What follows belongs to an exercise in optimizing a design on an open flow for small area; a production flow would make more cautious choices. The RTL was checked by simulation tests, not by an equivalence proof against the original design. No activity file was given, so power comes from the tool's default toggle rates.

// s6afb
module s6afb (
    input  wire        clk,
    input  wire [31:0] tick,
    input  wire        init_stb,
    input  wire [3:0]  init_tag,
    input  wire        rx_stb,
    input  wire [3:0]  rx_tag,
    input  wire [7:0]  rx_data,
    input  wire        issue_stb,
    input  wire [7:0]  issue_reg,
    input  wire [15:0] issue_val,
    input  wire        drive_stb,
    input  wire        wd_stb,
    output wire        issue_busy,
    output reg         rx_arm,
    output wire        tx_stb,
    output wire [39:0] tx_data,
    output wire [15:0] acc_x,
    output wire [15:0] acc_y,
    output wire [15:0] acc_z,
    output wire [15:0] gyro_x,
    output wire [15:0] gyro_y,
    output wire [15:0] gyro_z,
    output wire [15:0] angle_x,
    output wire [15:0] angle_y,
    output wire [15:0] angle_z,
    output wire [15:0] mag_x,
    output wire [15:0] mag_y,
    output wire [15:0] mag_z,
    output wire [15:0] temp,
    output wire [15:0] volt,
    output wire [15:0] version,
    output wire [31:0] last_frame_ts,
    output wire [31:0] angle_period,
    output wire [87:0] echo
);
For scale: about 1200 cells after synthesis, roughly 590 flip-flops, roughly 510 I/O pins, about 22000 um2 of cells after synthesis.
export LEC_CHECK = 0
export CAP_MARGIN = 20
export CORE_MARGIN = 2
export CORE_UTILIZATION = 60
export SLEW_MARGIN = 20
create_clock -name core_clock -period 10.0 [get_ports {clk}]
standard.sh (not shown) runs the stock make flow with config.mk's settings and CLKGATE_MAP_FILE= SYNTH_SCRIPT=/design/flow/synth_recipe.tcl, a recipe that flattens the netlist after the stock synthesis.
==> flow/flow/run.sh <==
#!/bin/bash
# The standard layout (standard.sh, which runs ORFS from synthesis to
# finish), with two changes that only make the layout smaller:
#  - every input and output port gets the smallest buffer, buf_1;
#  - the clock tree uses clkbuf_8 in clusters of at most 16 flip-flops and
#    no dummy loads.
# The make run's full output goes to make_finish.log in this folder; ORFS
# also keeps each step's log under orfs/logs.
set -euo pipefail
bash standard.sh \
  BUFFER_PORTS_ARGS="-buffer_cell sky130_fd_sc_hd__buf_1" \
  CTS_ARGS="-sink_clustering_enable -repair_clock_nets -dont_use_dummy_load -buf_list sky130_fd_sc_hd__clkbuf_8 -sink_clustering_size 16 -sink_clustering_max_diameter 50" \
  finish > make_finish.log 2>&1
The baseline finished clean.
==> next run, changes <==
--- a/flow/flow/run.sh
+++ b/flow/flow/run.sh
@@ -11,3 +11,3 @@
   BUFFER_PORTS_ARGS="-buffer_cell sky130_fd_sc_hd__buf_1" \
-  CTS_ARGS="-sink_clustering_enable -repair_clock_nets -dont_use_dummy_load -buf_list sky130_fd_sc_hd__clkbuf_8 -sink_clustering_size 16 -sink_clustering_max_diameter 50" \
+  CTS_ARGS="-sink_clustering_enable -repair_clock_nets -dont_use_dummy_load -buf_list sky130_fd_sc_hd__clkbuf_16 -sink_clustering_size 24 -sink_clustering_max_diameter 40" \
   finish > make_finish.log 2>&1
- CAP_MARGIN: 20 -> 0
- CORE_UTILIZATION: 60 -> 75
- SLEW_MARGIN: 20 -> 0
Outcome:
- The changed run ran to the end with no violations
- clock skew fell by 0.015 ns
- routed wire length increases by about a fifth
- synthesized cell count stays the same
- register-to-register slack is better by 0.02 ns
- final area increases slightly
- global-route usage grows by 13 points
==> next run, changes <==
--- a/flow/flow/run.sh
+++ b/flow/flow/run.sh
@@ -11,3 +11,3 @@
   BUFFER_PORTS_ARGS="-buffer_cell sky130_fd_sc_hd__buf_1" \
-  CTS_ARGS="-sink_clustering_enable -repair_clock_nets -dont_use_dummy_load -buf_list sky130_fd_sc_hd__clkbuf_16 -sink_clustering_size 24 -sink_clustering_max_diameter 40" \
+  CTS_ARGS="-sink_clustering_enable -repair_clock_nets -dont_use_dummy_load -buf_list sky130_fd_sc_hd__clkbuf_8 -sink_clustering_size 12 -sink_clustering_max_diameter 40" \
   finish > make_finish.log 2>&1
Outcome:
- combinational power shrinks by about 2%
- routed wire length shrinks by 7.6%
- register-to-register slack is better by 0.04 ns
- die area is unchanged
- flip-flop and latch count does not change
- synthesized area does not change
- global-route usage shrinks by 2.6 points
- total power shrinks by 8.4%
- worst setup slack is better by 0.096 ns
- core utilization shrinks by 1.5 points
==> next run, changes <==
==> flow/flow/run.sh (replaced) <==
#!/bin/bash
set -euo pipefail
bash standard.sh \
  BUFFER_PORTS_ARGS="-buffer_cell sky130_fd_sc_hd__buf_1" \
  CTS_ARGS="-sink_clustering_enable -repair_clock_nets -dont_use_dummy_load -buf_list sky130_fd_sc_hd__clkbuf_8 -sink_clustering_size 16 -sink_clustering_max_diameter 50" \
  finish > make_finish.log 2>&1
- CAP_MARGIN: 0 -> 20
- CORE_UTILIZATION: 75 -> 60
- SLEW_MARGIN: 0 -> 20
=>
- synthesized cell count is unchanged
- register-to-register slack degrades by 0.06 ns
- clock skew grows by 0.0045 ns
==> next run, changes <==
==> flow/flow/run.sh (replaced) <==
#!/bin/bash
set -euo pipefail
bash standard.sh \
  BUFFER_PORTS_ARGS="-buffer_cell sky130_fd_sc_hd__buf_1" \
  CTS_ARGS="-sink_clustering_enable -repair_clock_nets -dont_use_dummy_load -buf_list sky130_fd_sc_hd__clkbuf_16 -sink_clustering_size 30 -sink_clustering_max_diameter 60" \
  finish > make_finish.log 2>&1
The changed run produced a clean layout.
Sequential power is about the same.
Die area is unchanged.
Core utilization grows by 0.81 points.
==> next run, changes <==
==> flow/flow/run.sh (replaced) <==
#!/bin/bash
# The standard layout (standard.sh, which runs ORFS from synthesis to
# finish), with two changes that only make the layout smaller:
#  - every input and output port gets the smallest buffer, buf_1;
#  - the clock tree uses clkbuf_8 in clusters of at most 16 flip-flops and
#    no dummy loads.
# The make run's full output goes to make_finish.log in this folder; ORFS
# also keeps each step's log under orfs/logs.
set -euo pipefail
bash standard.sh \
  BUFFER_PORTS_ARGS="-buffer_cell sky130_fd_sc_hd__buf_1" \
  CTS_ARGS="-sink_clustering_enable -repair_clock_nets -dont_use_dummy_load -buf_list sky130_fd_sc_hd__clkbuf_8 -sink_clustering_size 16 -sink_clustering_max_diameter 50" \
  finish > make_finish.log 2>&1
- CAP_MARGIN: 20 -> 0
- CORE_UTILIZATION: 60 -> 75
- SLEW_MARGIN: 20 -> 0
Clock skew climbs by 0.013 ns.
Design area drops by 1.8%.
Clock power drops by 22%.
Global-route usage climbs by 9.0 points.
Worst setup slack gains 0.053 ns.
Sequential power is about the same.

static timing again, ports no longer ideal:
How much do the figures lean on ideal ports? The routed layouts below were timed once more, with nothing changed but the port constraints. Step 1: set_driving_cell puts a clkbuf_16 on clk and a buf_2 on each other input, an assumption about the parent block. Step 2 adds t to the input delays and takes it off the output delays; t is the mean of the earliest and latest rising clock arrival at the registers after step 1. Input paths then give back, and output paths get back, about the clock's delay inside the block. a / b / c = ideal / step 1 / step 2; a / b = the first two.
run	t (ns)	setup slack, ns	hold slack, ns	clock arrival spread, ns	worst data-port slew with drivers (ns)
the first run	0.659	0.444 / 0.467 / -0.192	0.426 / 0.426 / 0.426	0.059 / 0.060	0.07
the second run	0.604	0.358 / 0.385 / -0.219	0.420 / 0.420 / 0.420	0.057 / 0.058	0.12
the third run	0.625	0.453 / 0.472 / -0.154	0.431 / 0.431 / 0.431	0.064 / 0.063	0.09
the fourth run	0.659	0.444 / 0.467 / -0.192	0.426 / 0.426 / 0.426	0.059 / 0.060	0.07
the fifth run	0.581	0.361 / 0.386 / -0.195	0.444 / 0.444 / 0.444	0.055 / 0.054	0.07
the sixth run	0.615	0.414 / 0.436 / -0.179	0.451 / 0.451 / 0.451	0.060 / 0.060	0.10
Met with ideal ports but missed after step 2: setup timing in every run listed.
